This is an optimization exercise on Yosys and OpenROAD, whose aim is small area, a short achievable clock period and few clock cycles per item, not a production implementation. Function was checked by simulation only, so behaviour that the tests miss may differ from the original. Power and IR drop assume default switching activity.

Design cpu16, start of the top module:
module cpu16 (
    input  wire         clk,
    input  wire         rst,           
    input  wire [15:0]  reset_pc,
    input  wire [15:0]  reset_sp,
    input  wire         step_valid,
    input  wire         step_irq,      
    input  wire [7:0]   step_vector,
    output wire         step_ready,
    output wire         step_done,
    output wire [127:0] regs,          
    output wire [15:0]  sr_out,
    output wire         halted,
    output wire [1:0]   fault_kind,
    output wire [15:0]  fault_pc,
    output wire [16:0]  fault_info,
    output reg          mem_req,
    output reg          mem_we,
    output reg  [15:0]  mem_addr,
    output reg  [15:0]  mem_wdata,
    output reg  [1:0]   mem_be,
    input  wire [15:0]  mem_rdata,
    input  wire         mem_ready
);
Size: ~3400 cells after synthesis, ~280 flip-flops, ~280 I/O pins.
==> flow/config.mk <==
export PLATFORM = sky130hd
export DESIGN_NAME = cpu16
export DESIGN_NICKNAME = cpu16
export VERILOG_FILES = /design/flow/design.v
export SDC_FILE = /design/flow/constraint.sdc
export NUM_CORES = 4
export LEC_CHECK = 0
export CAP_MARGIN = 20
export CORE_MARGIN = 2
export CORE_UTILIZATION = 25
export PLACE_DENSITY = 0.45
export SETUP_SLACK_MARGIN = 2.5
export SLEW_MARGIN = 20
==> flow/constraint.sdc <==
create_clock -name core_clock -period 8.0 [get_ports {clk}]
set_input_delay 1.6000 -clock core_clock [delete_from_list [all_inputs] [get_ports {clk}]]
set_output_delay 1.6000 -clock core_clock [all_outputs]
set_load 0.01 [all_outputs]
standard.sh (not shown) runs the stock make flow with config.mk's settings and CLKGATE_MAP_FILE= SYNTH_SCRIPT=/design/flow/synth_recipe.tcl, a recipe that flattens the netlist after the stock synthesis.
==> flow/flow/run.sh <==
#!/bin/bash
export BUFFER_PORTS_ARGS="-buffer_cell sky130_fd_sc_hd__buf_2"
bash standard.sh > standard.log 2>&1
The baseline finished with timing, DRC and antenna clean.
Testbench counts at the start, summed over its fixed seeds: cycles 92,534, steps 54,336.
Edit:
==> flow/flow/run.sh (replaced) <==
#!/bin/bash
export BUFFER_PORTS_ARGS="-buffer_cell sky130_fd_sc_hd__buf_1"
bash standard.sh > standard.log 2>&1
--- a/flow/config.mk
+++ b/flow/config.mk
@@ -9,5 +9,5 @@
 export CORE_MARGIN = 2
 export CORE_UTILIZATION = 25
-export PLACE_DENSITY = 0.45
+export PLACE_DENSITY = 0.55
 export SETUP_SLACK_MARGIN = 2.5
 export SLEW_MARGIN = 20
=> Die area is unchanged; total power went down by about 1.2%; synthesized cell count does not change; non-clock buffer count is higher by 3; synthesized area does not change; sequential cell count stays the same; core utilization shrinks by 0.12 points; final cell count stays the same; setup slack degrades by 0.039 ns; global-route usage shrinks by 0.57 points; register-to-register slack is better by 0.04 ns.
Edit:
--- a/flow/config.mk
+++ b/flow/config.mk
@@ -9,5 +9,5 @@
 export CORE_MARGIN = 2
 export CORE_UTILIZATION = 25
-export PLACE_DENSITY = 0.55
-export SETUP_SLACK_MARGIN = 2.5
+export PLACE_DENSITY = 0.45
+export SETUP_SLACK_MARGIN = 2.0
 export SLEW_MARGIN = 20
The changed run completed with no timing, DRC or antenna violations.
Die area stays the same.
Clock-buffer cell count rose by 10.
Final cell count is lower by 2.4%.
Setup slack gets worse by 0.36 ns.
Critical path depth went down by 2.

* * *

v6:
Starting RTL as in the previous note.
Settings: LEC_CHECK=0, CAP_MARGIN=20, CORE_MARGIN=2, CORE_UTILIZATION=25, PLACE_DENSITY=0.45, SETUP_SLACK_MARGIN=2.0, SLEW_MARGIN=20; clock period 8.0 ns.
==> flow/flow/run.sh <==
#!/bin/bash
export BUFFER_PORTS_ARGS="-buffer_cell sky130_fd_sc_hd__buf_2"
bash standard.sh > standard.log 2>&1
Testbench counts of v6, summed over its fixed seeds: cycles 92,534, steps 54,336.
Here is what was changed in the inputs of v7 compared with v6.
Settings: SETUP_SLACK_MARGIN now 2.25, was 2.0.
==> flow/flow/run.sh <==
#!/bin/bash
export BUFFER_PORTS_ARGS="-buffer_cell sky130_fd_sc_hd__buf_1"
bash standard.sh > standard.log 2>&1
## What came out
- v7 gives less overall global routing resource usage than v6 did.
- Taking v6 as the reference, in v7 post-layout worst setup margin higher, proportion of total power due to net switching roughly the same.
- Between v7 and v6, it is v7 whose fmax is higher, by about 4.3%.
- More vias were needed by v7 than by v6.
- Status: post-synthesis net count parity (v7, v6)
- Total half-perimeter wirelength after legalization and detailed placement in v7 is 0.61% lower than in v6
- v7 consumes more power than v6 does.
- Sort v7 and v6 by initial detailed-routing violation count asc -> top: v6
- Relative to v6, path length in cells of the critical path increased by 1 in v7.

-- what the ideal ports hide --
How much do the figures lean on ideal ports? The routed layouts below were timed once more, with nothing changed but the port constraints. Step 1 (the two cells are an assumption about what drives the block):
set clk [get_ports {clk}]
set_driving_cell -lib_cell sky130_fd_sc_hd__clkbuf_16 $clk
set_driving_cell -lib_cell sky130_fd_sc_hd__buf_2 [delete_from_list [all_inputs] $clk]
Step 2 adds t to the input delays and takes it off the output delays; t is the mean of the earliest and latest rising clock arrival at the registers after step 1. Input paths then give back, and output paths get back, about the clock's delay inside the block. Slacks: ideal / step 1 / step 2; pairs: ideal / step 1.
run | t (ns) | setup WS [ns] | latest minus earliest clock arrival (ns) | cell pins on the clock port's net
the first run of note 1 | 0.677 | 2.396 / 2.330 / 2.124 | 0.024 / 0.024 | 1
the second run of note 1 | 0.645 | 2.357 / 2.291 / 2.537 | 0.049 / 0.049 | 1
the third run of note 1 | 0.665 | 1.995 / 1.927 / 2.194 | 0.025 / 0.025 | 1
v6 | 0.669 | 2.027 / 1.960 / 2.088 | 0.021 / 0.022 | 1
v7 | 0.667 | 2.271 / 2.204 / 2.132 | 0.025 / 0.025 | 1
After both steps setup and hold are still met in every run listed. The setup slack of the first run of note 1, which loses most, moves by -0.066 ns with the drivers and by -0.272 ns with both steps.
